Background: an optimization exercise with open tools, aiming at small area, a short achievable clock period and few clock cycles per item. Do not read the settings as production practice.
Only simulation tests tie the RTL to the original design; equivalence was not proved.
Power is estimated from default activity; no workload was simulated.

**flow/run.sh**
```bash
#!/bin/bash
# synth_recipe.tcl (not shown) runs the flow's synth.tcl, then flattens the netlist and writes it again
# the make line also repeats each setting of config.mk as NAME=value (left out here)
make -C /OpenROAD-flow-scripts/flow DESIGN_CONFIG=/design/flow/config.mk WORK_HOME=/design/flow/orfs CLKGATE_MAP_FILE= SYNTH_SCRIPT=/design/flow/synth_recipe.tcl finish
```
**flow/config.mk**
```make
export PLATFORM = sky130hd
export DESIGN_NAME = paula_interp
export DESIGN_NICKNAME = paula_interp
export VERILOG_FILES = /design/flow/design.v
export SDC_FILE = /design/flow/constraint.sdc
export NUM_CORES = 4
export LEC_CHECK = 0
export ABC_AREA = 1
export CAP_MARGIN = 20
export CORE_MARGIN = 2
export CORE_UTILIZATION = 40
export SLEW_MARGIN = 20
```
**flow/constraint.sdc**
```tcl
create_clock -name core_clock -period 22.0 [get_ports {clk}]
set_input_delay 4.4000 -clock core_clock [delete_from_list [all_inputs] [get_ports {clk}]]
set_output_delay 4.4000 -clock core_clock [all_outputs]
set_load 0.01 [all_outputs]
```
**flow/design.v**
```verilog
module pi_ksadd #(parameter W = 16, parameter L = 5) (
    input  wire [W-1:0] a,
    input  wire [W-1:0] b,
    input  wire         ci,
    output wire [W-1:0] s,
    output wire         co
);
    wire [W-1:0] p0 = a ^ b;
    wire [W-1:0] g0 = a & b;
    wire [W-1:0] gg [0:L];
    wire [W-1:0] pp [0:L];
    assign gg[0] = {g0[W-1:1], g0[0] | (p0[0] & ci)};
    assign pp[0] = p0;
    genvar l, i;
    generate
        for (l = 0; l < L; l = l + 1) begin : lev
            for (i = 0; i < W; i = i + 1) begin : bit_
                if (i >= (1 << l)) begin : op
                    assign gg[l+1][i] = gg[l][i] | (pp[l][i] & gg[l][i - (1 << l)]);
                    assign pp[l+1][i] = pp[l][i] & pp[l][i - (1 << l)];
                end else begin : pass
                    assign gg[l+1][i] = gg[l][i];
                    assign pp[l+1][i] = pp[l][i];
                end
            end
        end
    endgenerate
    wire [W-1:0] c = {gg[L][W-2:0], ci};
    assign s  = p0 ^ c;
    assign co = gg[L][W-1];
endmodule
module paula_interp (
    input  wire        clk,
    input  wire        rst,
    input  wire        start,
    output wire        ready,
    output reg         done,
    input  wire [1:0]  mode,
    input  wire [31:0] cur,
    input  wire [31:0] last0,
    input  wire [27:0] vol,
    input  wire [63:0] per,
    input  wire [63:0] evt,
    input  wire [27:0] sevt,
    input  wire [7:0]  adk,
    output reg  [15:0] left,
    output reg  [15:0] right
);
    localparam M_NEAREST = 2'd0;
    localparam M_LINEAR  = 2'd1;
    localparam M_CRUX    = 2'd2;
    localparam M_ANTI    = 2'd3;
    localparam V_ZERO = 2'd0;
    localparam V_PV   = 2'd1;
    localparam V_SV   = 2'd2;
    localparam V_DIV  = 2'd3;
    localparam P_IDLE  = 3'd0;
    localparam P_MUL   = 3'd1;
    localparam P_ROWS  = 3'd2;
    localparam P_CATCH = 3'd3;
    localparam P_TAIL  = 3'd4;
    reg        cv;
    reg [1:0]  c_mode;
    reg [31:0] c_cur, c_last;
    reg [27:0] c_vol;
    reg [63:0] c_per, c_evt;
    reg [27:0] c_sevt;
    reg [7:0]  c_adk;
    reg        ready_r;
    assign ready = ready_r;
    always @(posedge clk) begin
        if (ready_r) begin
            c_mode <= mode;
            c_cur  <= cur;
            c_last <= last0;
            c_vol  <= vol;
            c_per  <= per;
            c_evt  <= evt;
            c_sevt <= sevt;
            c_adk  <= adk;
        end
    end
    wire eng_free  = (phase == P_IDLE) || (phase == P_TAIL);
    wire eng_free1 = (phase == P_IDLE) || (cnt <= 5'd2);
    wire load      = cv && eng_free;
    reg [2:0]  phase;
    reg [4:0]  cnt;         
    reg [2:0]  mc;          
    reg [3:0]  rc;          
    reg [1:0]  w_mode;
    reg        mlast;       
    wire [2:0] mcm1 = mc - 3'd1;
    reg        done1;
    wire [29:0] s3 = {2'b00, c_sevt} + {1'b0, c_sevt, 1'b0};
    wire        s_big = |c_sevt[27:16];      
    reg  zero_in;           
    wire [3:0] div_c, ldiv_c, lt1_c, lt2_c, e16_c, e12_c;
    wire [15:0] v_c [0:3];
    wire [3:0]  f_c;        
    wire any_div = |div_c;
    wire need24  = |(ldiv_c & ~lt2_c);
    wire need16  = |(ldiv_c & ~lt1_c);
    wire big16   = |(div_c & e16_c);
    wire big12   = |(div_c & e12_c);
    wire [3:0] lin_rc = need24 ? 4'd12 : need16 ? 4'd8 : 4'd4;
    wire [3:0] mul_m  = big16 ? 4'd8 : big12 ? 4'd6 : 4'd4;
    reg  [4:0] n_occ;
    always @(*) begin
        if (c_mode == M_LINEAR)
            n_occ = (|ldiv_c) ? {1'b0, lin_rc} + 5'd1 : 5'd1;
        else if (!any_div || c_mode == M_NEAREST)
            n_occ = 5'd1;
        else case (c_mode)
            M_LINEAR: n_occ = {1'b0, lin_rc} + 5'd1;
            M_CRUX:   n_occ = 5'd7;
            default:  n_occ = {1'b0, mul_m} + 5'd8;
        endcase
    end
    genvar c;
    generate
        for (c = 0; c < 4; c = c + 1) begin : ch
            wire signed [7:0] s  = c_cur[8*c +: 8];
            wire signed [7:0] p  = c_last[8*c +: 8];
            wire        [6:0] vl = c_vol[7*c +: 7];
            wire       [15:0] pr = c_per[16*c +: 16];
            wire       [15:0] ev = c_evt[16*c +: 16];
            wire            mute = c_adk[c] | c_adk[c + 4];
            wire signed [14:0] pv_n = p * $signed({1'b0, vl});
            wire signed [8:0]  sp   = s - p;
            wire signed [8:0]  ps   = p - s;
            wire               dn_n = sp[8];
            wire        [7:0]  asp  = dn_n ? ps[7:0] : sp[7:0];
            wire [13:0] pp0 = vl[0] ? {6'd0, asp}        : 14'd0;
            wire [13:0] pp1 = vl[1] ? {5'd0, asp, 1'd0}  : 14'd0;
            wire [13:0] pp2 = vl[2] ? {4'd0, asp, 2'd0}  : 14'd0;
            wire [13:0] pp3 = vl[3] ? {3'd0, asp, 3'd0}  : 14'd0;
            wire [13:0] pp4 = vl[4] ? {2'd0, asp, 4'd0}  : 14'd0;
            wire [13:0] pp5 = vl[5] ? {1'd0, asp, 5'd0}  : 14'd0;
            wire [13:0] pp6 = vl[6] ? {asp, 6'd0}        : 14'd0;
            wire [13:0] wsA = pp0 ^ pp1 ^ pp2;
            wire [13:0] wcA = {(pp0[12:0] & pp1[12:0]) | (pp0[12:0] & pp2[12:0]) | (pp1[12:0] & pp2[12:0]), 1'b0};
            wire [13:0] wsB = pp3 ^ pp4 ^ pp5;
            wire [13:0] wcB = {(pp3[12:0] & pp4[12:0]) | (pp3[12:0] & pp5[12:0]) | (pp4[12:0] & pp5[12:0]), 1'b0};
            wire [13:0] wsC = wsA ^ wcA ^ wsB;
            wire [13:0] wcC = {(wsA[12:0] & wcA[12:0]) | (wsA[12:0] & wsB[12:0]) | (wcA[12:0] & wsB[12:0]), 1'b0};
            wire [13:0] wsD = wcB ^ pp6 ^ wsC;
            wire [13:0] wcD = {(wcB[12:0] & pp6[12:0]) | (wcB[12:0] & wsC[12:0]) | (pp6[12:0] & wsC[12:0]), 1'b0};
            wire [13:0] wsE = wsD ^ wcD ^ wcC;
            wire [13:0] wcE = {(wsD[12:0] & wcD[12:0]) | (wsD[12:0] & wcC[12:0]) | (wcD[12:0] & wcC[12:0]), 1'b0};
            wire [13:0] md_n;
            wire        md_co;
            pi_ksadd #(14, 4) u_md (.a(wsE), .b(wcE), .ci(1'b0), .s(md_n), .co(md_co));
            wire               zmd  = (vl == 7'd0) || (s == p);
            wire [16:0] e;
            wire        e_co;
            pi_ksadd #(17, 5) u_e (.a({1'b0, pr}), .b({1'b1, ~ev}), .ci(1'b1), .s(e), .co(e_co));
            wire lt1 = !e[16] && (e[15:0] != 16'd0);           
            wire e_le0 = !lt1;
            wire [18:0] a1 = {3'b000, pr};
            wire [18:0] b1 = {3'b111, ~ev};
            wire [18:0] c1 = {3'b111, ~c_sevt[15:0]};
            wire [18:0] x1 = a1 ^ b1 ^ c1;
            wire [18:0] y1 = {(a1[17:0] & b1[17:0]) | (a1[17:0] & c1[17:0]) | (b1[17:0] & c1[17:0]), 1'b0};
            wire [18:0] t1;
            wire        t1c;
            pi_ksadd #(19, 5) u_t1 (.a(x1), .b(y1 | 19'd1), .ci(1'b1), .s(t1), .co(t1c));
            wire e_geS = !s_big && !t1[18];
            wire [19:0] a2 = {4'b0000, pr};
            wire [19:0] b2 = {4'b1111, ~ev};
            wire [19:0] c2 = {4'b1111, ~c_sevt[15:0]};
            wire [19:0] f2 = {3'b111, ~c_sevt[15:0], 1'b1};
            wire [19:0] x2 = a2 ^ b2 ^ c2;
            wire [19:0] y2 = {(a2[18:0] & b2[18:0]) | (a2[18:0] & c2[18:0]) | (b2[18:0] & c2[18:0]), 1'b1};
            wire [19:0] x3 = x2 ^ y2 ^ f2;
            wire [19:0] y3 = {(x2[18:0] & y2[18:0]) | (x2[18:0] & f2[18:0]) | (y2[18:0] & f2[18:0]), 1'b0};
            wire [19:0] t2;
            wire        t2c;
            pi_ksadd #(20, 5) u_t2 (.a(x3), .b(y3 | 20'd1), .ci(1'b1), .s(t2), .co(t2c));
            wire r1_geI = !s_big && !t2[19];
            wire ev_ltS = s_big || (ev < c_sevt[15:0]);
            reg [1:0] vs_n;
            always @(*) begin
                case (c_mode)
                    M_NEAREST: vs_n = V_SV;
                    M_LINEAR:  vs_n = V_DIV;
                    M_CRUX:    vs_n = (ev_ltS || r1_geI) ? V_SV : e_le0 ? V_PV : V_DIV;
                    default:   vs_n = e_le0 ? V_PV : e_geS ? V_SV : V_DIV;
                endcase
                if (vs_n == V_DIV && zmd)
                    vs_n = V_PV;
                if (mute)
                    vs_n = V_ZERO;
            end
            assign div_c[c] = (vs_n == V_DIV);
            assign ldiv_c[c] = !mute && !zmd;
            assign lt1_c[c] = lt1;
            assign lt2_c[c] = (pr[15:8] != 8'd0) || (ev[15:8] < pr[7:0]);
            assign e16_c[c] = |e[15:12];
            assign e12_c[c] = |e[11:8];
            reg [44:0] p_n;
            always @(*) begin
                case (c_mode)
                    M_LINEAR: p_n = need24 ? {29'd0, ev} :
                                    need16 ? {21'd0, ev, 8'd0} :
                                             {13'd0, ev, 16'd0};
                    M_CRUX:   p_n = {12'd0, e, 16'd0};
                    default:  p_n = {29'd0, e[15:0]};
                endcase
            end
            wire [28:0] dv_n = (c_mode == M_LINEAR) ? {13'd0, pr} :
                               (c_mode == M_CRUX)   ? s3[28:0] : {1'b0, c_sevt};
            reg signed [14:0] pv;
            reg        [13:0] md;
            reg        [28:0] dv;
            reg        [44:0] P;
            reg        [29:0] acc;
            reg        [1:0]  chk;      
            reg               t_lin, t_crux, t_anti, t_sv, t_zero, t_neg;
            wire [29:0] t = {P[43:16], P[15:14] & {2{~zero_in}}};
            wire [29:0] t1s, t2s, t3s;
            wire        g1, g2;
            pi_ksadd #(30, 5) u_s1 (.a(t), .b(~{1'b0, dv}),        .ci(1'b1), .s(t1s), .co(g1));
            pi_ksadd #(30, 5) u_s2 (.a(t), .b(~{dv[28:0], 1'b0}),  .ci(1'b1), .s(t2s), .co(g2));
            wire [29:0] m1 = ~{1'b0, dv};
            wire [29:0] m2 = ~{dv[28:0], 1'b0};
            wire [29:0] k3 = t ^ m1 ^ m2;
            wire [29:0] j3 = {(t[28:0] & m1[28:0]) | (t[28:0] & m2[28:0]) | (m1[28:0] & m2[28:0]), 1'b1};
            wire        h3;
            pi_ksadd #(30, 5) u_s3 (.a(k3), .b(j3), .ci(1'b1), .s(t3s), .co(h3));
            wire        g3 = h3 & ((t[29] & m1[29]) | (t[29] & m2[29]) | (m1[29] & m2[29]));
            wire [1:0]  qrow = g3 ? 2'd3 : g2 ? 2'd2 : g1 ? 2'd1 : 2'd0;
            wire [28:0] rn   = g3 ? t3s[28:0] : g2 ? t2s[28:0] : g1 ? t1s[28:0] : t[28:0];
            wire [44:0] prow = {rn, P[13:0], qrow};
            wire [29:0] o0  = {acc[27:0], 2'b00};
            wire [29:0] o1  = chk[1] ? {15'd0, md, 1'b0} : 30'd0;
            wire [29:0] o2  = chk[0] ? {16'd0, md} : 30'd0;
            wire [29:0] sx  = o0 ^ o1 ^ o2;
            wire [29:0] cy  = {(o0[28:0] & o1[28:0]) | (o0[28:0] & o2[28:0]) | (o1[28:0] & o2[28:0]), 1'b0};
            wire [29:0] acc_n;
            wire        acc_co;
            pi_ksadd #(30, 5) u_acc (.a(sx), .b(cy), .ci(1'b0), .s(acc_n), .co(acc_co));
            always @(posedge clk) begin
                if (load) begin
                    pv    <= pv_n;
                    md    <= md_n;
                    dv    <= dv_n;
                    P     <= p_n;
                    acc   <= 30'd0;
                    chk   <= (c_mode != M_ANTI) ? 2'b00 :
                             big16 ? e[15:14] : big12 ? e[11:10] : e[7:6];
                    t_lin  <= (vs_n == V_DIV) && (c_mode == M_LINEAR);
                    t_crux <= (vs_n == V_DIV) && (c_mode == M_CRUX);
                    t_anti <= (vs_n == V_DIV) && (c_mode == M_ANTI);
                    t_sv   <= (vs_n == V_SV);
                    t_zero <= (vs_n == V_ZERO);
                    t_neg  <= dn_n && vs_n[1];
                end else begin
                    acc   <= acc_n;
                    if (phase == P_MUL)
                        chk <= P[2*mcm1 +: 2];
                    else if (phase == P_ROWS && zero_in)
                        chk <= qrow;
                    else
                        chk <= 2'b00;
                    if (mlast)
                        P <= {13'd0, acc_n, 2'b00};
                    else if (phase == P_ROWS)
                        P <= prow;
                end
            end
            wire        nz = |P[44:16];
            reg  [27:0] ta0, ta1, ta2;
            always @(*) begin
                ta0 = 28'd0;
                ta1 = 28'd0;
                ta2 = 28'd0;
                ta0 = ({28{t_sv}}   & {md, 12'd0})
                    | ({28{t_lin}}  & {acc[21:0], 6'd0})
                    | ({28{t_crux}} & {acc[25:0], 2'd0})
                    | ({28{t_anti}} & {2'd0, P[13:0], 11'd0, nz});
                ta1 = ({28{t_lin  & chk[1]}} & {9'd0, md, 5'd0})
                    | ({28{t_crux & chk[1]}} & {13'd0, md, 1'b0});
                ta2 = ({28{t_lin  & chk[0]}} & {10'd0, md, 4'd0})
                    | ({28{t_crux & chk[0]}} & {14'd0, md});
            end
            wire        neg = t_neg;
            wire [27:0] mk  = {28{neg}};
            wire [27:0] u0  = {{(28-27){pv[14]}}, pv, 12'd0};
            wire [27:0] u1  = ta0 ^ mk;
            wire [27:0] u2  = ta1 ^ mk;
            wire [27:0] u3  = ta2 ^ mk;
            wire [27:0] ts1  = u0 ^ u1 ^ u2;
            wire [27:0] tc1  = {(u0[26:0] & u1[26:0]) | (u0[26:0] & u2[26:0]) | (u1[26:0] & u2[26:0]), neg};
            wire [27:0] ts2  = ts1 ^ tc1 ^ u3;
            wire [27:0] tc2  = {(ts1[26:0] & tc1[26:0]) | (ts1[26:0] & u3[26:0]) | (tc1[26:0] & u3[26:0]), neg};
            wire [27:0] U;
            wire        uco;
            pi_ksadd #(28, 5) u_u (.a(ts2), .b(tc2), .ci(neg), .s(U), .co(uco));
            reg  [15:0] vr;
            reg         fr;
            always @(posedge clk) begin
                vr <= t_zero ? 16'd0 : U[27:12];
                fr <= t_anti && nz && U[27];
            end
            assign v_c[c] = vr;
            assign f_c[c] = fr;
        end
    endgenerate
    always @(posedge clk) begin
        if (load) begin
            mlast   <= 1'b0;
            zero_in <= (c_mode == M_CRUX) || (lin_rc == 4'd4);
        end else begin
            mlast   <= (phase == P_MUL) && (mc == 3'd1);
            zero_in <= (w_mode == M_CRUX) ||
                       ((w_mode == M_LINEAR) && (phase == P_ROWS) && (rc <= 4'd5));
        end
    end
    wire [15:0] l_n = v_c[0] + v_c[3] + {15'd0, f_c[0]} + {15'd0, f_c[3]};
    wire [15:0] r_n = v_c[1] + v_c[2] + {15'd0, f_c[1]} + {15'd0, f_c[2]};
    always @(posedge clk) begin
        left  <= l_n;
        right <= r_n;
        if (rst) begin
            cv      <= 1'b0;
            ready_r <= 1'b1;
            done1   <= 1'b0;
            done    <= 1'b0;
            phase   <= P_IDLE;
            cnt     <= 5'd0;
        end else begin
            cv      <= ready_r ? start : (cv && !eng_free);
            done1   <= (phase == P_TAIL);
            done    <= done1;
            if (load)
                ready_r <= !(start && ready_r) || (n_occ == 5'd1);
            else if (cv)
                ready_r <= eng_free1;
            else
                ready_r <= !(start && ready_r) || eng_free1;
            if (cnt != 5'd0)
                cnt <= cnt - 5'd1;
            if (load) begin
                w_mode <= c_mode;
                cnt    <= n_occ;
                mc     <= big16 ? 3'd7 : big12 ? 3'd5 : 3'd3;
                rc     <= (c_mode == M_CRUX) ? 4'd6 : lin_rc;
                if (!any_div || c_mode == M_NEAREST)
                    phase <= P_TAIL;
                else if (c_mode == M_ANTI)
                    phase <= P_MUL;
                else
                    phase <= P_ROWS;
            end else begin
                case (phase)
                    P_MUL: begin
                        mc <= mc - 3'd1;
                        if (mc == 3'd0) begin
                            phase <= P_ROWS;
                            rc    <= 4'd7;
                        end
                    end
                    P_ROWS: begin
                        rc <= rc - 4'd1;
                        if (rc == 4'd1)
                            phase <= P_TAIL;
                    end
                    default: phase <= P_IDLE;
                endcase
            end
        end
    end
endmodule
```
==> results.yml, run 1 <==
run_status:
  status: "finished clean"
synthesis:
  ys_ff_latch: 898
  synth_top_area_share_pct: 18.9
  ys_types: 79
  synth_area_um2: 105000
  async_reset_ff_share_pct: 0
  syn-instance-count: 13300
  yosysMostFrequentCell: "nand2_1"
  yosys.area.top_type: "edfxtp_1"
  synth.avg_cell_area_um2: 7.93
  netlist_top_cells_area: "edfxtp_1, ha_1, fa_1"
  yosysWarnings: 7
  synthTopCellsByCount: "nand2_1, inv_1, ha_1"
  syn-num-nets: 15500
  yosysSeqAreaShare_pct: 23.4
  ys.flop_type: "edfxtp_1"
  synth-edff-count: 664
sta:
  drv_slew: 0
  hold_viol_final: 0
  slew_headroom_pct: 16.6
  setup_violations: 0
  finalSetupTns_ns: 0
  max_clock_freq_ghz: 0.138
  rsz0062_at_grt: "false"
  skew_ns: 0.0628
  finalCriticalPeriod_ns: 7.24
  worstMarginPinSlew_ns: 1.25
  min_period_over_period_pct: 32.9
cts:
  cts_num_sinks: 898
  cts_hold_buf: 0
  clk_latency_ns: 0.84
  clk_pin_slew_worst_paths_ns: 0.06
  ctsRootBufferMaster: "clkbuf_16"
  clk_path_buf_depth: 3
  cts_tree: "yes"
  h-tree-depth: 3
  cts_post_setup_buffers_inserted: 0
  cts.repair.resized: 0
  cts_inserted_buffers: 111
worst_setup_path:
  path_class: "reg2reg"
  arrival_ns: 7.78
  required_ns: 22.54
  reg2reg_slack_ns: 14.76
  rr_worst_depth: 32
  cp_slowest_cell: "fa_1"
  startpoint_type: "flip-flop"
  endpoint_kind: "flip-flop"
  cp_max_fo: 9
  cpPeakStageDelay_ns: 0.56
die:
  io_pins: 295
  die_w_um: 517
  die_h_um: 517
  core_um2: 262000
  start_util_pct: 40.2
  fp.dieArea_um2: 268000
  rows: 188
min_path:
  min_path_cells: 2
  hold_path.class: "reg2reg"
detailed_routing:
  via_per_inst: 5.51
  wl_per_cell_um: 23.1
  wl_mm: 394
  dr_total_vias: 94200
  route.detailed.drc: 0
  first_iter_violations: 9027
  ant_nets: 0
  drt-pass1-iter-count: 6
run:
  cap_violations: 0
cells_and_area:
  multi_input_area_um2: 71100
  stdcell_area_um2: 116000
  nNetsFinal: 15700
  drive_above_1_share_pct: 3.66
  fill_cells: 26500
  seq_area_um2: 24600
  area_delta_synth_final_pct: 10.2
global_routing:
  grt.total_usage_pct: 29.2
  antenna_found_initial: 20
  grt_max_degree: 136
  grt-ovfl-total: 0
  grt_pass1_vias: 91500
  grt_pass1_wl_mm: 584
place:
  placed_cell_area_um2: 112000
  place_congestion: 1.02
  port_buffers: 294
  dp_hpwl_mm: 317
power_and_ir_drop:
  switching_power_mw: 5.25
  switching_share_pct: 47.4
  p_clk_share_pct: 17.6
  p_seq_share_pct: 23.8
  p_int_mw: 5.84
  powerDensity_nw_per_um2: 95.5
  vdd_ir_drop_max_mv: 0.0955
  combPwrFrac_pct: 58.6
  leakagePower_nw: 55.8
  power_mw: 11.1
-- area by class of cell --
class	instances	area share (%)
Clock buffer	142	2.64
Antenna cell	13	0.0280
Multi-Input combinational cell	9817	61.2
Timing Repair Buffer	402	3.25
Sequential cell	898	21.2
Clock inverter	66	0.614
Tap cell	3515	3.79
Inverter	2237	7.24
-- final timing paths --
kind                   start      endpoint
setup reg to reg  c_last[16]  ch[2].md[13]
setup / recovery  c_last[16]  ch[2].md[13]
hold reg to reg     phase[2]         done1
hold / removal      phase[2]         done1
-- per-layer routing --
layer | part of all wire [%] | vias up | global-route usage [%]
li1 | - | 44600 | -
met1 | 40 | 44700 | 36.5
met2 | 45 | 3867 | 46.5
met3 | 8.1 | 1048 | 6.00
met4 | 7.1 | 20 | 17.3
met5 | 0.045 | - | 0.180
-- worst max-delay path, delay by kind of cell (launching register included) --
kind | cells | cell delay [ns]
buf+inv | 5 | 0.36
fa+ha+maj | 7 | 2.96
flops | 1 | 0.51
simple gates | 9 | 0.92
compound gates | 8 | 1.40
xor+xnor | 3 | 0.86
-- layout by cell type, fill, tap and decap left out, types with 115 or more instances in the layout --
cell type / n
dfxtp_1: 232
o211ai_1: 148
clkdlybuf4s50_1: 294
nand3_1: 450
xnor2_1: 208
fa_1: 705
nand2_1: 2268
ha_1: 1271
xor2_1: 587
nor2_1: 968
clkbuf_16: 115
a21oi_1: 1127
inv_1: 2201
o21ai_0: 800
o22ai_1: 245
edfxtp_1: 664
nor3_1: 136
-- sequential cells by signal, summed over array words and instances (netlist names), 28 cells and up --
name / count
ch.vr: 64
ch.dv: 77
ch.md: 56
ch.acc: 112
c_per: 64
c_last: 32
c_evt: 64
ch.P: 180
ch.pv: 60
c_cur: 32
c_sevt: 28
c_vol: 28
-- power groups by stage --
stage | clock network [mW] | registers, mW | logic, mW
floorplan | 0 | 2.48 | 4.69
CTS | 1.98 | 2.63 | 6.47
global placement | 0 | 2.66 | 6.38
detailed placement | 0 | 2.66 | 6.43
finish | 1.95 | 2.63 | 6.50
global route | 2.04 | 2.65 | 7.41
-- cells by family after synthesis --
family                     count (synthesis)  synth area share [%]
buffers and inverters                   2579                  9.27
DFF                                      898                  23.4
AOI/OAI and AO/OA                       2853                  15.5
and+or+nand+nor                         4161                  16.4
adders and majority gates               1977                  28.5
muxes                                     27                 0.273
xor gates and xnor gates                 799                  6.66
-- through the flow --
stage / hold slack (ns) / instances / worst slack, ns / util (%)
5_1_grt: 0.527 / 17100 / 14.03 / 44.3
3_3_place_gp: 0.466 / 16900 / 14.76 / 42.8
3_5_place_dp: 0.488 / 16900 / 14.72 / 42.8
6_report: 0.478 / 17100 / 14.76 / 44.3
4_1_cts: 0.495 / 17100 / 14.71 / 44.2
2_1_floorplan: 0.388 / 13300 / 11.58 / -
Testbench counts, summed over its fixed seeds: cycles 10,425, items 2,400.
==> inputs of run 2 (changes only) <==
--- a/flow/config.mk
+++ b/flow/config.mk
@@ -5,7 +5,6 @@
 export SDC_FILE = /design/flow/constraint.sdc
 export NUM_CORES = 4
 export LEC_CHECK = 0
-export ABC_AREA = 1
 export CAP_MARGIN = 20
 export CORE_MARGIN = 2
 export CORE_UTILIZATION = 40
==> results.yml, run 2 <==
global_routing:
  grt.total_usage_pct: 29.0
  grt_pass1_wl_mm: 571
  grt_max_degree: 115
  grt_pass1_vias: 87100
  antenna_found_initial: 23
  grt-ovfl-total: 0
cts:
  cts_num_sinks: 898
  clk_path_buf_depth: 3
  ctsRootBufferMaster: "clkbuf_16"
  cts_post_setup_buffers_inserted: 0
  clk_latency_ns: 0.83
  cts_tree: "yes"
  h-tree-depth: 3
  cts.repair.resized: 0
  clk_pin_slew_worst_paths_ns: 0.06
  cts_inserted_buffers: 117
  cts_hold_buf: 0
synthesis:
  synthTopCellsByCount: "ha_1, inv_1, a21oi_1"
  syn-instance-count: 11100
  yosysMostFrequentCell: "ha_1"
  ys_ff_latch: 898
  yosysWarnings: 7
  yosysSeqAreaShare_pct: 23.8
  async_reset_ff_share_pct: 0
  ys.flop_type: "edfxtp_1"
  syn-num-nets: 13300
  synth.avg_cell_area_um2: 9.32
  yosys.area.top_type: "edfxtp_1"
  synth-edff-count: 664
  synth_top_area_share_pct: 19.3
  synth_area_um2: 103000
  ys_types: 98
  netlist_top_cells_area: "edfxtp_1, ha_1, fa_1"
place:
  place_congestion: 1.02
  placed_cell_area_um2: 111000
  dp_hpwl_mm: 311
  port_buffers: 294
worst_setup_path:
  critPathTopFamily: "compound AO/OA/AOI/OAI gates"
  arrival_ns: 8.50
  cp_slowest_cell: "a21oi_1"
  cp_max_fo: 9
  endpoint_kind: "flip-flop"
  critical_path_buf_inv_count: 1
  startpoint_type: "flip-flop"
  required_ns: 22.54
  path_class: "reg2reg"
  cpPeakStageDelay_ns: 0.74
run:
  cap_violations: 0
power_and_ir_drop:
  switching_share_pct: 48.9
  switching_power_mw: 8.23
  power_mw: 16.8
  combPwrFrac_pct: 68.7
  p_int_mw: 8.61
  leakagePower_nw: 49.6
  p_clk_share_pct: 12.1
  vdd_ir_drop_max_mv: 0.149
  powerDensity_nw_per_um2: 147
  p_seq_share_pct: 19.2
sta:
  max_clock_freq_ghz: 0.126
  setup_violations: 0
  slew_headroom_pct: 11.6
  finalCriticalPeriod_ns: 7.96
  worstMarginPinSlew_ns: 1.33
  hold_viol_final: 0
  min_period_over_period_pct: 36.2
  finalSetupTns_ns: 0
  drv_slew: 0
  rsz0062_at_grt: "false"
  skew_ns: 0.0688
cells_and_area:
  top_regs: "ch.P: 180 flops, ch.acc: 112 flops, ch.dv: 77 flops"
  area_delta_synth_final_pct: 11.1
  multi_input_area_um2: 73500
  layout_common_cells: "ha_1, inv_1, a21oi_1"
  drive_above_1_share_pct: 4.81
  nNetsFinal: 13600
  layout_commonest_cell: "ha_1"
  stdcell_area_um2: 115000
  fill_cells: 24600
  top_register: "ch.P"
  largest_reg_flops: 180
  seq_area_um2: 24600
die:
  fp.dieArea_um2: 262000
  rows: 186
  start_util_pct: 40.2
  die_w_um: 512
  die_h_um: 512
  core_um2: 257000
  io_pins: 295
detailed_routing:
  route.detailed.drc: 0
  wl_per_cell_um: 26.1
  via_per_inst: 5.90
  dr_wl_met3_mm: 25.6
  first_iter_violations: 8603
  dr_total_vias: 87500
  wl_met1_mm: 158
  drt-pass1-iter-count: 7
  wl_met2_mm: 176
  wl_mm: 388
  ant_nets: 0
  top_layer: "met5"
min_path:
  hold_path.class: "reg2reg"
run_status:
  status: "finished clean"
run 2: area by class of cell:
| cell class | instances | share of cell area [%] |
|---|---|---|
| multi-input combinational | 8768 | 64.1 |
| sequential | 898 | 21.5 |
| timing repair buffer | 467 | 3.70 |
| tap | 3384 | 3.69 |
| inverter | 1091 | 3.57 |
| clock buffer | 159 | 2.99 |
| clock inverter | 62 | 0.500 |
| antenna | 10 | 0.0218 |
run 2: cell families (layout without fill, tap and decap cells):
kind of cell | count (synthesis) | after routing | synth area share (%)
multiplexers | 172 | 172 | 1.93
other | 0 | 10 | 0
adder cells (fa/ha/maj) | 2005 | 2005 | 29.4
AO/OA/AOI/OAI | 2745 | 2745 | 17.8
XOR/XNOR | 918 | 918 | 7.79
AND/OR/NAND/NOR | 2928 | 2928 | 14.1
buffers and inverters | 1411 | 1779 | 5.16
flip-flops | 898 | 898 | 23.8
run 2: per-stage QoR:
stage,std cells,setup slack (ns),hold WS (ns),util (%)
final,14800,14.04,0.461,44.7
after global routing,14800,13.46,0.476,44.7
after CTS,14800,13.96,0.466,44.7
after detailed placement,14600,14.01,0.458,43.1
after global placement,14600,14.15,0.431,43.1
after floorplan,11100,11.53,0.414,-
run 2: final timing paths:
path                   to  slack, ns  startpoint  depth (start not counted)
max          ch[1].md[13]      14.04   c_last[8]                         29
min                  done       0.46       done1                          1
max reg2reg  ch[1].md[13]      14.04   c_last[8]                         29
min reg2reg          done       0.46       done1                          1
run 2: routing by layer:
metal	global-route usage, %	vias up
met4	17.8	12
met2	46.5	3401
met1	36.7	43200
met5	0	-
met3	4.23	931
li1	-	39900
run 2: power groups by stage:
stage	combinational, mW	clock (mW)	sequential [mW]
floorplan	8.45	0	2.93
global placement	11.3	0	3.24
detailed placement	11.4	0	3.24
CTS	11.5	2.06	3.21
global route	12.9	2.13	3.26
finish	11.6	2.04	3.23
run 2: worst reg2reg max path: cells and delay by family, from the launching register on:
kind / cells / cell delay [ns]
AO/OA/AOI/OAI: 14 / 2.84
adder cells (fa/ha/maj): 7 / 2.71
XOR/XNOR: 3 / 0.72
flip-flops: 1 / 0.49
multiplexers: 1 / 0.44
AND/OR/NAND/NOR: 3 / 0.39
buffers and inverters: 1 / 0.09
==> inputs of run 3 (changes only) <==
--- a/flow/design.v
+++ b/flow/design.v
@@ -85,11 +85,11 @@
     wire load      = cv && eng_free;
     reg [2:0]  phase;
     reg [4:0]  cnt;         
-    reg [2:0]  mc;          
+    reg [3:0]  mc;          
     reg [3:0]  rc;          
     reg [1:0]  w_mode;
     reg        mlast;       
-    wire [2:0] mcm1 = mc - 3'd1;
+    wire [3:0] mcm1 = mc - 4'd1;
     reg        done1;
     wire [29:0] s3 = {2'b00, c_sevt} + {1'b0, c_sevt, 1'b0};
     wire        s_big = |c_sevt[27:16];      
@@ -113,7 +113,7 @@
         else case (c_mode)
             M_LINEAR: n_occ = {1'b0, lin_rc} + 5'd1;
             M_CRUX:   n_occ = 5'd7;
-            default:  n_occ = {1'b0, mul_m} + 5'd8;
+            default:  n_occ = {1'b0, mul_m} + 5'd9;
         endcase
     end
     genvar c;
@@ -127,29 +127,8 @@
             wire            mute = c_adk[c] | c_adk[c + 4];
             wire signed [14:0] pv_n = p * $signed({1'b0, vl});
             wire signed [8:0]  sp   = s - p;
-            wire signed [8:0]  ps   = p - s;
-            wire               dn_n = sp[8];
-            wire        [7:0]  asp  = dn_n ? ps[7:0] : sp[7:0];
-            wire [13:0] pp0 = vl[0] ? {6'd0, asp}        : 14'd0;
-            wire [13:0] pp1 = vl[1] ? {5'd0, asp, 1'd0}  : 14'd0;
-            wire [13:0] pp2 = vl[2] ? {4'd0, asp, 2'd0}  : 14'd0;
-            wire [13:0] pp3 = vl[3] ? {3'd0, asp, 3'd0}  : 14'd0;
-            wire [13:0] pp4 = vl[4] ? {2'd0, asp, 4'd0}  : 14'd0;
-            wire [13:0] pp5 = vl[5] ? {1'd0, asp, 5'd0}  : 14'd0;
-            wire [13:0] pp6 = vl[6] ? {asp, 6'd0}        : 14'd0;
-            wire [13:0] wsA = pp0 ^ pp1 ^ pp2;
-            wire [13:0] wcA = {(pp0[12:0] & pp1[12:0]) | (pp0[12:0] & pp2[12:0]) | (pp1[12:0] & pp2[12:0]), 1'b0};
-            wire [13:0] wsB = pp3 ^ pp4 ^ pp5;
-            wire [13:0] wcB = {(pp3[12:0] & pp4[12:0]) | (pp3[12:0] & pp5[12:0]) | (pp4[12:0] & pp5[12:0]), 1'b0};
-            wire [13:0] wsC = wsA ^ wcA ^ wsB;
-            wire [13:0] wcC = {(wsA[12:0] & wcA[12:0]) | (wsA[12:0] & wsB[12:0]) | (wcA[12:0] & wsB[12:0]), 1'b0};
-            wire [13:0] wsD = wcB ^ pp6 ^ wsC;
-            wire [13:0] wcD = {(wcB[12:0] & pp6[12:0]) | (wcB[12:0] & wsC[12:0]) | (pp6[12:0] & wsC[12:0]), 1'b0};
-            wire [13:0] wsE = wsD ^ wcD ^ wcC;
-            wire [13:0] wcE = {(wsD[12:0] & wcD[12:0]) | (wsD[12:0] & wcC[12:0]) | (wcD[12:0] & wcC[12:0]), 1'b0};
-            wire [13:0] md_n;
-            wire        md_co;
-            pi_ksadd #(14, 4) u_md (.a(wsE), .b(wcE), .ci(1'b0), .s(md_n), .co(md_co));
+            wire               dn_n = sp[8];           
+            wire signed [14:0] sv_n = s * $signed({1'b0, vl});
             wire               zmd  = (vl == 7'd0) || (s == p);
             wire [16:0] e;
             wire        e_co;
@@ -216,6 +195,8 @@
             reg        [29:0] acc;
             reg        [1:0]  chk;      
             reg               t_lin, t_crux, t_anti, t_sv, t_zero, t_neg;
+            reg signed [14:0] sv;
+            reg               dneg;
             wire [29:0] t = {P[43:16], P[15:14] & {2{~zero_in}}};
             wire [29:0] t1s, t2s, t3s;
             wire        g1, g2;
@@ -231,6 +212,9 @@
             wire [1:0]  qrow = g3 ? 2'd3 : g2 ? 2'd2 : g1 ? 2'd1 : 2'd0;
             wire [28:0] rn   = g3 ? t3s[28:0] : g2 ? t2s[28:0] : g1 ? t1s[28:0] : t[28:0];
             wire [44:0] prow = {rn, P[13:0], qrow};
+            wire [14:0] mdiff = dneg ? (pv - sv) : (sv - pv);
+            always @(posedge clk)
+                md <= mdiff[13:0];
             wire [29:0] o0  = {acc[27:0], 2'b00};
             wire [29:0] o1  = chk[1] ? {15'd0, md, 1'b0} : 30'd0;
             wire [29:0] o2  = chk[0] ? {16'd0, md} : 30'd0;
@@ -242,22 +226,22 @@
             always @(posedge clk) begin
                 if (load) begin
                     pv    <= pv_n;
-                    md    <= md_n;
+                    sv    <= sv_n;
+                    dneg  <= dn_n;
                     dv    <= dv_n;
                     P     <= p_n;
                     acc   <= 30'd0;
-                    chk   <= (c_mode != M_ANTI) ? 2'b00 :
-                             big16 ? e[15:14] : big12 ? e[11:10] : e[7:6];
+                    chk   <= 2'b00;    
                     t_lin  <= (vs_n == V_DIV) && (c_mode == M_LINEAR);
                     t_crux <= (vs_n == V_DIV) && (c_mode == M_CRUX);
                     t_anti <= (vs_n == V_DIV) && (c_mode == M_ANTI);
                     t_sv   <= (vs_n == V_SV);
                     t_zero <= (vs_n == V_ZERO);
-                    t_neg  <= dn_n && vs_n[1];
+                    t_neg  <= dn_n && (vs_n == V_DIV);
                 end else begin
                     acc   <= acc_n;
                     if (phase == P_MUL)
-                        chk <= P[2*mcm1 +: 2];
+                        chk <= P[2*mcm1[2:0] +: 2];
                     else if (phase == P_ROWS && zero_in)
                         chk <= qrow;
                     else
@@ -274,18 +258,19 @@
                 ta0 = 28'd0;
                 ta1 = 28'd0;
                 ta2 = 28'd0;
-                ta0 = ({28{t_sv}}   & {md, 12'd0})
-                    | ({28{t_lin}}  & {acc[21:0], 6'd0})
+                ta0 = ({28{t_lin}}  & {acc[21:0], 6'd0})
                     | ({28{t_crux}} & {acc[25:0], 2'd0})
-                    | ({28{t_anti}} & {2'd0, P[13:0], 11'd0, nz});
+                    | ({28{t_anti}} & {2'd0, P[13:0], 12'd0});
                 ta1 = ({28{t_lin  & chk[1]}} & {9'd0, md, 5'd0})
-                    | ({28{t_crux & chk[1]}} & {13'd0, md, 1'b0});
+                    | ({28{t_crux & chk[1]}} & {13'd0, md, 1'b0})
+                    | ({28{t_anti & t_neg & nz}} & 28'h0001000);
                 ta2 = ({28{t_lin  & chk[0]}} & {10'd0, md, 4'd0})
                     | ({28{t_crux & chk[0]}} & {14'd0, md});
             end
             wire        neg = t_neg;
             wire [27:0] mk  = {28{neg}};
-            wire [27:0] u0  = {{(28-27){pv[14]}}, pv, 12'd0};
+            wire [14:0] base = t_sv ? sv : pv;
+            wire [27:0] u0  = {base[14], base, 12'd0};
             wire [27:0] u1  = ta0 ^ mk;
             wire [27:0] u2  = ta1 ^ mk;
             wire [27:0] u3  = ta2 ^ mk;
@@ -311,7 +296,7 @@
             mlast   <= 1'b0;
             zero_in <= (c_mode == M_CRUX) || (lin_rc == 4'd4);
         end else begin
-            mlast   <= (phase == P_MUL) && (mc == 3'd1);
+            mlast   <= (phase == P_MUL) && (mc == 4'd1);
             zero_in <= (w_mode == M_CRUX) ||
                        ((w_mode == M_LINEAR) && (phase == P_ROWS) && (rc <= 4'd5));
         end
@@ -343,7 +328,7 @@
             if (load) begin
                 w_mode <= c_mode;
                 cnt    <= n_occ;
-                mc     <= big16 ? 3'd7 : big12 ? 3'd5 : 3'd3;
+                mc     <= big16 ? 4'd8 : big12 ? 4'd6 : 4'd4;
                 rc     <= (c_mode == M_CRUX) ? 4'd6 : lin_rc;
                 if (!any_div || c_mode == M_NEAREST)
                     phase <= P_TAIL;
@@ -354,8 +339,8 @@
             end else begin
                 case (phase)
                     P_MUL: begin
-                        mc <= mc - 3'd1;
-                        if (mc == 3'd0) begin
+                        mc <= mcm1;
+                        if (mc == 4'd0) begin
                             phase <= P_ROWS;
                             rc    <= 4'd7;
                         end
==> results.yml, run 3 <==
detailed_routing:
  wl_per_cell_um: 25.3
  drt-pass1-iter-count: 11
  wl_mm: 390
  via_per_inst: 5.78
  ant_nets: 0
  first_iter_violations: 8729
  route.detailed.drc: 0
  dr_total_vias: 89100
cts:
  clk_latency_ns: 0.87
  ctsRootBufferMaster: "clkbuf_16"
  cts_hold_buf: 0
  cts.repair.resized: 0
  cts_post_setup_buffers_inserted: 0
  clk_pin_slew_worst_paths_ns: 0.06
  cts_tree: "yes"
  clk_path_buf_depth: 4
  cts_inserted_buffers: 136
  cts_num_sinks: 963
  h-tree-depth: 4
worst_setup_path:
  cpPeakStageDelay_ns: 0.62
  path_class: "reg2out"
  cp_slowest_cell: "clkdlybuf4s50_1"
  critical_path_buf_inv_count: 1
  arrival_ns: 2.06
  required_ns: 17.60
  startpoint_type: "flip-flop"
  critPathTopFamily: "buffers and inverters"
  crit_chain: "clkdlybuf4s50_1"
  endpoint_kind: "primary output"
  cp_max_fo: 15
sta:
  finalCriticalPeriod_ns: 6.46
  min_period_over_period_pct: 29.4
  holdWs_ns: 0.503
  drv_slew: 0
  finalSetupTns_ns: 0
  max_clock_freq_ghz: 0.155
  skew_ns: 0.0864
  slew_headroom_pct: 17.0
  hold_viol_final: 0
  rsz0062_at_grt: "false"
  setup_violations: 0
  worstMarginPinSlew_ns: 1.23
synthesis:
  synth.avg_cell_area_um2: 9.39
  async_reset_ff_share_pct: 0
  synth_adder_area_share_pct: 30.1
  yosysMostFrequentCell: "ha_1"
  synth_xor_area_share_pct: 8.03
  synth_top_area_share_pct: 18.7
  netlist_top_cells_area: "edfxtp_1, ha_1, fa_1"
  yosys.area.top_type: "edfxtp_1"
  synth_area_um2: 108000
  synthTopCellsByCount: "ha_1, inv_1, fa_1"
  syn-num-nets: 13900
  ys_ff_latch: 963
  synth.area.mux_share_pct: 1.90
  yosysSeqAreaShare_pct: 24.1
  synth_top_family_by_area: "adder cells"
  ys.flop_type: "edfxtp_1"
  syn-instance-count: 11500
  ys_types: 106
  synth-compound-area-share_pct: 16.9
  synth-edff-count: 673
  yosysWarnings: 6
  yosys.area_share.simple_pct: 13.3
power_and_ir_drop:
  powerDensity_nw_per_um2: 137
  leakagePower_nw: 52.8
  vdd_ir_drop_max_mv: 0.0816
global_routing:
  antenna_found_initial: 14
  grt.total_usage_pct: 28.0
  grt_pass1_vias: 89200
  grt_max_degree: 85
  grt_pass1_wl_mm: 579
  grt-ovfl-total: 0
cells_and_area:
  fill_cells: 25600
  largest_reg_flops: 180
  layout_common_cells: "ha_1, inv_1, fa_1"
  top_register: "ch.P"
  layout_commonest_cell: "ha_1"
  fin_util_pct: 44.8
  drive_above_1_share_pct: 4.36
  nNetsFinal: 14200
  top_regs: "ch.P: 180 flops, ch.acc: 112 flops, ch.dv: 77 flops"
  area_delta_synth_final_pct: 11.1
die:
  rows: 190
  start_util_pct: 40.3
  io_pins: 295
  die_h_um: 524
  fp.dieArea_um2: 274000
  die_w_um: 524
  core_um2: 268000
place:
  place_congestion: 1.01
  port_buffers: 294
  dp_hpwl_mm: 308
run_status:
  status: "finished clean"
min_path:
  hold_path.class: "reg2reg"
run:
  cap_violations: 0
-- run 3: cell types whose count changed in the layout (fill, tap and decap cells not counted), moves of 49 or more --
cell / delta
and2_1: +93
dfxtp_1: +55
ha_1: +110
o21ai_1: +60
inv_1: +179
a21o_1: +49
a222oi_1: +59
xnor2_1: +79
nor2b_1: -77
-- run 3: path summary, 6_finish.rpt --
check | depth (start not counted) | slack, ns | startpoint | end
max | 1 | 15.54 | ready_r | ready
min | 1 | 0.50 | ch[3].vr[0] | left[0]
min reg2reg | 1 | 0.50 | ch[3].vr[0] | left[0]
max reg2reg | 20 | 15.70 | ch[0].P[38] | ch[0].fr
-- run 3: metal layers --
layer | track usage [%] | vias up | share of wire, %
met3 | 4.21 | 681 | 7.3
met1 | 38.0 | 44000 | 43
met5 | 0 | - | 0.0080
li1 | - | 41100 | -
met2 | 43.9 | 3347 | 44
met4 | 13.1 | 6 | 5.4
-- run 3: power by group --
part / internal [mW] / total, mW / switching [mW]
clock: 1.38 / 2.32 / 0.938
sequential: 2.69 / 3.32 / 0.623
combinational: 4.54 / 10.9 / 6.31
-- run 3: metrics by stage --
| step | cell area [um^2] | worst slack [ns] | power [mW] | std cells |
|---|---|---|---|---|
| 3_5_place_dp | 116000 | 15.62 | 14.0 | 15200 |
| 2_1_floorplan | 108000 | 11.58 | 10.9 | 11500 |
| 3_3_place_gp | 115000 | 15.59 | 13.9 | 15200 |
| 5_1_grt | 120000 | 15.20 | 17.8 | 15400 |
| 4_1_cts | 120000 | 15.46 | 16.4 | 15400 |
| 6_report | 120000 | 15.54 | 16.5 | 15400 |
-- run 3: final cells by class --
class                   count  area (um^2)  area share, %
clock inverters            60          662          0.551
well taps                3552         4440           3.70
diodes                      8         20.0         0.0167
clock buffers             181         3860           3.22
flip-flops and latches    963        26000           21.7
multi-input cells        8953        76200           63.5
inverters                1262         4740           3.95
repair buffers            446         4110           3.42
-- run 3: logic make-up (layout without fill, tap and decap cells) --
group	Yosys count	count (layout)
other	0	8
DFF	963	963
AOI/OAI and AO/OA	2728	2728
buffers and inverters	1589	1949
muxes	182	182
and+or+nand+nor	2892	2892
adders and majority gates	2160	2160
xor gates and xnor gates	991	991
-- run 3: worst register-to-register path: cells and delay by family, from the launching register on --
family | cells | cell delay (ns)
buf+inv | 1 | 0.24
compound gates | 13 | 3.38
flops | 1 | 0.48
fa+ha+maj | 3 | 1.24
simple gates | 3 | 0.94
Testbench counts of run 3, summed over its fixed seeds: cycles 10,674, items 2,400.
==> inputs of run 4 (changes only) <==
--- a/flow/config.mk
+++ b/flow/config.mk
@@ -5,6 +5,7 @@
 export SDC_FILE = /design/flow/constraint.sdc
 export NUM_CORES = 4
 export LEC_CHECK = 0
+export ABC_AREA = 1
 export CAP_MARGIN = 20
 export CORE_MARGIN = 2
 export CORE_UTILIZATION = 40
==> results.yml, run 4 <==
place:
  port_buffers: 294
  placed_cell_area_um2: 120000
  place_congestion: 1.05
  dp_hpwl_mm: 334
die:
  die_w_um: 536
  core_um2: 282000
  rows: 195
  fp.dieArea_um2: 287000
  start_util_pct: 40.2
  io_pins: 295
  die_h_um: 536
run:
  cap_violations: 0
run_status:
  status: "finished clean"
cts:
  cts_inserted_buffers: 118
  cts_tree: "yes"
  h-tree-depth: 3
  cts_num_sinks: 963
  ctsRootBufferMaster: "clkbuf_16"
  clk_pin_slew_worst_paths_ns: 0.06
  cts_hold_buf: 0
  clk_latency_ns: 0.85
  cts.repair.resized: 0
  clk_path_buf_depth: 3
  cts_post_setup_buffers_inserted: 0
sta:
  finalCriticalPeriod_ns: 6.56
  max_clock_freq_ghz: 0.152
  slew_headroom_pct: 11.8
  rsz0062_at_grt: "false"
  skew_ns: 0.0798
  setup_violations: 0
  worstMarginPinSlew_ns: 1.32
  hold_viol_final: 0
  drv_slew: 0
  finalSetupTns_ns: 0
  holdWs_ns: 0.426
  min_period_over_period_pct: 29.8
power_and_ir_drop:
  leakagePower_nw: 61.2
  vdd_ir_drop_max_mv: 0.0772
  power_mw: 16.7
  powerDensity_nw_per_um2: 135
  combPwrFrac_pct: 67.3
  switching_share_pct: 51.7
  switching_power_mw: 8.65
  p_int_mw: 8.07
  p_clk_share_pct: 12.6
  p_seq_share_pct: 20.1
worst_setup_path:
  cpPeakStageDelay_ns: 0.79
  required_ns: 17.60
  endpoint_kind: "primary output"
  startpoint_type: "flip-flop"
  path_class: "reg2out"
  cp_slowest_cell: "clkdlybuf4s50_1"
  arrival_ns: 2.16
  cp_max_fo: 27
  crit_chain: "clkdlybuf4s50_1"
  critical_path_buf_inv_count: 1
  critPathTopFamily: "buffers and inverters"
detailed_routing:
  via_per_inst: 5.39
  drt-pass1-iter-count: 9
  route.detailed.drc: 0
  first_iter_violations: 9468
  ant_nets: 0
  wl_per_cell_um: 22.4
  wl_mm: 415
  dr_total_vias: 99900
cells_and_area:
  top_register: "ch.P"
  nNetsFinal: 17100
  drive_above_1_share_pct: 3.27
  stdcell_area_um2: 124000
  layout_commonest_cell: "nand2_1"
  layout_common_cells: "nand2_1, inv_1, ha_1"
  top_regs: "ch.P: 180 flops, ch.acc: 112 flops, ch.dv: 77 flops"
  largest_reg_flops: 180
  fin_util_pct: 44.1
  area_delta_synth_final_pct: 9.85
global_routing:
  grt.total_usage_pct: 28.5
  grt-ovfl-total: 0
  grt_pass1_wl_mm: 619
  antenna_found_initial: 20
  grt_max_degree: 135
  grt_pass1_vias: 96700
synthesis:
  async_reset_ff_share_pct: 0
  netlist_top_cells_area: "edfxtp_1, ha_1, fa_1"
  synth-edff-count: 673
  syn-num-nets: 16900
  synth_top_area_share_pct: 17.9
  yosysSeqAreaShare_pct: 23.0
  yosys.area.top_type: "edfxtp_1"
  syn-instance-count: 14500
  yosysWarnings: 6
  synth_area_um2: 113000
  ys_types: 75
  yosysMostFrequentCell: "nand2_1"
  ys_ff_latch: 963
  synthTopCellsByCount: "nand2_1, inv_1, ha_1"
  ys.flop_type: "edfxtp_1"
  synth.avg_cell_area_um2: 7.79
min_path:
  hold_path.class: "reg2reg"
[run 4: cell count changes after synthesis, moves of 123 or more]
cell	delta
nand2b_1	-134
inv_1	+1322
nor2_1	+127
o21ai_0	+440
nor2b_1	-131
nand3_1	+312
a21o_1	-241
o22ai_1	+137
a211oi_1	-123
nand2_1	+2241
and2_1	-511
a21oi_1	+441
xnor2_1	-426
xor2_1	+258
[run 4: metrics by stage]
step           std cells  worst slack [ns]
2_1_floorplan      14500             11.58
3_3_place_gp       18300             15.65
3_5_place_dp       18300             15.68
4_1_cts            18500             15.26
5_1_grt            18500             15.19
6_report           18500             15.44
[run 4: per-layer routing]
metal,up-vias,wire length (um),track usage (%),share of wire [%]
li1,48100,-,-,-
met1,47100,174000,37.2,42
met2,3837,183000,44.8,44
met3,912,31100,5.03,7.5
met4,12,26300,15.4,6.3
met5,-,90,0,0.022
[run 4: cell families (layout without fill, tap and decap cells)]
group / after synthesis / in the layout / synth area share (%)
buffers and inverters: 2985 / 3241 / 10.0
DFF: 963 / 963 / 23.0
AOI/OAI and AO/OA: 2886 / 2886 / 14.6
adders and majority gates: 2132 / 2132 / 28.5
other: 0 / 6 / 0
muxes: 18 / 18 / 0.160
xor gates and xnor gates: 823 / 823 / 6.37
and+or+nand+nor: 4722 / 4722 / 17.3
[run 4: final timing paths]
check / slack, ns / endpoint / depth (start not counted) / start
worst max-delay path: 15.44 / ready / 1 / ready_r
worst max register to register: 15.46 / ch[0].P[21] / 19 / c_last[23]
worst min register to register: 0.43 / done / 2 / done1
worst min-delay path: 0.43 / done / 2 / done1
[run 4: area by class of cell]
class	instances	area, um^2
fillers	28600	158000
multi-input cells	10600	75900
flip-flops and latches	963	26000
inverters	2605	9780
well taps	3743	4680
repair buffers	411	3860
clock buffers	147	3230
clock inverters	78	853
diodes	6	15.0
[run 4: power groups by stage]
stage | Combinational, mW | Sequential [mW] | Clock [mW]
final | 11.2 | 3.36 | 2.11
after detailed placement | 11.1 | 3.38 | 0
after CTS | 11.2 | 3.35 | 2.14
after floorplan | 8.12 | 3.06 | 0
after global routing | 12.7 | 3.40 | 2.21
after global placement | 11.0 | 3.39 | 0
==> inputs of run 5 (changes only) <==
--- a/flow/design.v
+++ b/flow/design.v
@@ -97,6 +97,7 @@
     wire [3:0] div_c, ldiv_c, lt1_c, lt2_c, e16_c, e12_c;
     wire [15:0] v_c [0:3];
     wire [3:0]  f_c;        
+    wire [3:0]  n_c;        
     wire any_div = |div_c;
     wire need24  = |(ldiv_c & ~lt2_c);
     wire need16  = |(ldiv_c & ~lt1_c);
@@ -262,8 +263,7 @@
                     | ({28{t_crux}} & {acc[25:0], 2'd0})
                     | ({28{t_anti}} & {2'd0, P[13:0], 12'd0});
                 ta1 = ({28{t_lin  & chk[1]}} & {9'd0, md, 5'd0})
-                    | ({28{t_crux & chk[1]}} & {13'd0, md, 1'b0})
-                    | ({28{t_anti & t_neg & nz}} & 28'h0001000);
+                    | ({28{t_crux & chk[1]}} & {13'd0, md, 1'b0});
                 ta2 = ({28{t_lin  & chk[0]}} & {10'd0, md, 4'd0})
                     | ({28{t_crux & chk[0]}} & {14'd0, md});
             end
@@ -282,13 +282,15 @@
             wire        uco;
             pi_ksadd #(28, 5) u_u (.a(ts2), .b(tc2), .ci(neg), .s(U), .co(uco));
             reg  [15:0] vr;
-            reg         fr;
+            reg         fr, fn;
             always @(posedge clk) begin
                 vr <= t_zero ? 16'd0 : U[27:12];
-                fr <= t_anti && nz && U[27];
+                fr <= t_anti && nz;
+                fn <= t_neg;
             end
             assign v_c[c] = vr;
             assign f_c[c] = fr;
+            assign n_c[c] = fn;
         end
     endgenerate
     always @(posedge clk) begin
@@ -301,8 +303,18 @@
                        ((w_mode == M_LINEAR) && (phase == P_ROWS) && (rc <= 4'd5));
         end
     end
-    wire [15:0] l_n = v_c[0] + v_c[3] + {15'd0, f_c[0]} + {15'd0, f_c[3]};
-    wire [15:0] r_n = v_c[1] + v_c[2] + {15'd0, f_c[1]} + {15'd0, f_c[2]};
+    wire [15:0] k_c [0:3];
+    genvar k;
+    generate
+        for (k = 0; k < 4; k = k + 1) begin : corr
+            wire pos = !v_c[k][15] && (v_c[k] != 16'd0);
+            assign k_c[k] = !f_c[k] ? 16'd0 :
+                            n_c[k] ? (pos ? 16'hFFFF : 16'd0) :
+                                     (v_c[k][15] ? 16'd1 : 16'd0);
+        end
+    endgenerate
+    wire [15:0] l_n = v_c[0] + v_c[3] + k_c[0] + k_c[3];
+    wire [15:0] r_n = v_c[1] + v_c[2] + k_c[1] + k_c[2];
     always @(posedge clk) begin
         left  <= l_n;
         right <= r_n;
--- a/flow/config.mk
+++ b/flow/config.mk
@@ -5,7 +5,6 @@
 export SDC_FILE = /design/flow/constraint.sdc
 export NUM_CORES = 4
 export LEC_CHECK = 0
-export ABC_AREA = 1
 export CAP_MARGIN = 20
 export CORE_MARGIN = 2
 export CORE_UTILIZATION = 40
==> results.yml, run 5 <==
synthesis:
  ys.flop_type: "edfxtp_1"
  syn-instance-count: 11500
  synth_area_um2: 109000
  synthTopCellsByCount: "ha_1, inv_1, fa_1"
  synth-edff-count: 673
  synth.avg_cell_area_um2: 9.43
  ys_ff_latch: 967
  synth_top_area_share_pct: 18.6
  async_reset_ff_share_pct: 0
  syn-num-nets: 14000
  yosysMostFrequentCell: "ha_1"
  yosysSeqAreaShare_pct: 24.0
  yosys.area.top_type: "edfxtp_1"
  yosysWarnings: 6
  ys_types: 92
  netlist_top_cells_area: "edfxtp_1, ha_1, fa_1"
cells_and_area:
  top_register: "ch.P"
  drive_above_1_share_pct: 4.37
  nNetsFinal: 14200
  layout_commonest_cell: "ha_1"
  stdcell_area_um2: 120000
  area_delta_synth_final_pct: 10.7
  largest_reg_flops: 180
  top_regs: "ch.P: 180 flops, ch.acc: 112 flops, ch.dv: 77 flops"
  layout_common_cells: "ha_1, inv_1, fa_1"
power_and_ir_drop:
  switching_share_pct: 50.2
  vdd_ir_drop_max_mv: 0.247
  p_clk_share_pct: 10.8
  combPwrFrac_pct: 70.8
  leakagePower_nw: 52.3
  switching_power_mw: 10.0
  power_mw: 20.0
  p_seq_share_pct: 18.4
  powerDensity_nw_per_um2: 166
  p_int_mw: 9.93
detailed_routing:
  ant_nets: 0
  top_layer: "met5"
  wl_met1_mm: 154
  wl_mm: 381
  via_per_inst: 5.81
  drt-pass1-iter-count: 10
  wl_met2_mm: 172
  route.detailed.drc: 0
  first_iter_violations: 8011
  wl_per_cell_um: 24.7
  dr_wl_met3_mm: 27.1
  dr_total_vias: 89600
global_routing:
  grt_max_degree: 141
  antenna_found_initial: 33
  grt_pass1_wl_mm: 570
  grt-ovfl-total: 0
  grt_pass1_vias: 89500
  grt.total_usage_pct: 27.1
die:
  start_util_pct: 40.2
  die_w_um: 526
  die_h_um: 526
  io_pins: 295
  core_um2: 271000
  fp.dieArea_um2: 276000
  rows: 191
worst_setup_path:
  endpoint_kind: "primary output"
  cp.depth: 1
  cp_slowest_cell: "dfxtp_4"
  rr_worst_depth: 17
  crit_chain: "clkdlybuf4s50_1"
  path_class: "reg2out"
  arrival_ns: 2.38
  critical_path_buf_inv_count: 1
  cp_max_fo: 30
  cpPeakStageDelay_ns: 0.81
  startpoint_type: "flip-flop"
  critPathTopFamily: "flip-flops"
  required_ns: 17.60
sta:
  skew_ns: 0.0553
  min_period_over_period_pct: 30.8
  finalSetupTns_ns: 0
  rsz0062_at_grt: "false"
  worstMarginPinSlew_ns: 1.37
  hold_viol_final: 0
  holdWs_ns: 0.544
  slew_headroom_pct: 8.28
  drv_slew: 0
  finalCriticalPeriod_ns: 6.78
  max_clock_freq_ghz: 0.148
  final.setup.worst_slack_ns: 15.22
  setup_violations: 0
cts:
  cts_tree: "yes"
  ctsRootBufferMaster: "clkbuf_16"
  cts_hold_buf: 0
  cts_inserted_buffers: 119
  h-tree-depth: 3
  clk_path_buf_depth: 3
  cts_num_sinks: 967
  cts_post_setup_buffers_inserted: 0
  clk_pin_slew_worst_paths_ns: 0.07
  cts.repair.resized: 0
  clk_latency_ns: 0.82
min_path:
  hold_path.class: "reg2reg"
  min_path_cells: 1
run_status:
  status: "finished clean"
run:
  cap_violations: 0
place:
  dp_slack_ns: 15.74
  placed_cell_area_um2: 116000
  place_congestion: 1.03
  port_buffers: 294
  dp_hpwl_mm: 304
## run 5: path summary, 6_finish.rpt
path              startpoint           to  slack [ns]
hold reg to reg     phase[1]        done1        0.54
hold / removal      phase[1]        done1        0.54
setup reg to reg   c_per[32]  ch[3].P[21]       15.59
setup / recovery     ready_r        ready       15.22
## run 5: cell families (layout without fill, tap and decap cells)
kind of cell,Yosys count,after routing,share of synthesized area [%]
adder cells (fa/ha/maj),2178,2178,30.6
XOR/XNOR,995,995,8.01
AO/OA/AOI/OAI,2663,2663,16.5
buffers and inverters,1591,1900,5.50
other,0,22,0
multiplexers,187,187,1.94
AND/OR/NAND/NOR,2951,2951,13.5
flip-flops,967,967,24.0
## run 5: power by group through the flow
| stage | Sequential [mW] | Combinational [mW] | Clock, mW |
|---|---|---|---|
| detailed placement | 3.70 | 13.9 | 0 |
| CTS | 3.66 | 14.1 | 2.19 |
| finish | 3.68 | 14.1 | 2.15 |
| floorplan | 3.34 | 10.1 | 0 |
| global route | 3.73 | 15.7 | 2.25 |
| global placement | 3.69 | 13.7 | 0 |
## run 5: area by class of cell
class / count / area (um^2)
Fill cell: 25900 / 150000
Multi-Input combinational cell: 8974 / 77000
Sequential cell: 967 / 26100
Inverter: 1248 / 4690
Tap cell: 3570 / 4470
Timing Repair Buffer: 426 / 3950
Clock buffer: 139 / 3140
Clock inverter: 87 / 1050
Antenna cell: 22 / 55.1
## run 5: per-stage QoR
step                      util (%)  std cells
after floorplan                  -      11500
after global placement        42.9      15200
after detailed placement      42.9      15200
after CTS                     44.5      15400
after global routing          44.5      15400
final                         44.5      15400
## run 5: routing by layer
layer | vias up | global-route usage [%]
met5 | - | 0
met4 | 20 | 16.9
met3 | 923 | 4.09
met2 | 3481 | 43.3
met1 | 44200 | 34.2
li1 | 41000 | -
Testbench counts of run 5, summed over its fixed seeds: cycles 10,674, items 2,400.

-- what the ideal ports hide --
The flow's constraints put no driver on any port. The routed layouts listed below were extracted and timed again, unchanged, in two steps.
Step 1 assumes that a clkbuf_16 drives the clock port and a buf_2 every other input.
Step 2, shift: input delay + t, output delay - t, t = (earliest + latest rising clock arrival at the registers) / 2. This alone moves slack from input paths to output paths.
Slacks: ideal / step 1 / step 2; pairs: ideal / step 1.
run | t (ns) | setup WS [ns] | slew at the worst register clock pin (ns) | worst slew at a driven data input, ns
run 1 | 0.906 | 14.764 / 14.764 / 14.764 | 0.08 / 0.08 | 0.09
run 2 | 0.907 | 14.043 / 14.043 / 14.043 | 0.07 / 0.07 | 0.12
run 3 | 0.935 | 15.536 / 15.432 / 15.696 | 0.07 / 0.07 | 0.17
run 4 | 0.913 | 15.436 / 15.337 / 15.455 | 0.08 / 0.08 | 0.11
run 5 | 0.889 | 15.222 / 15.126 / 15.463 | 0.07 / 0.07 | 0.21
After both steps setup and hold are still met in every run listed.
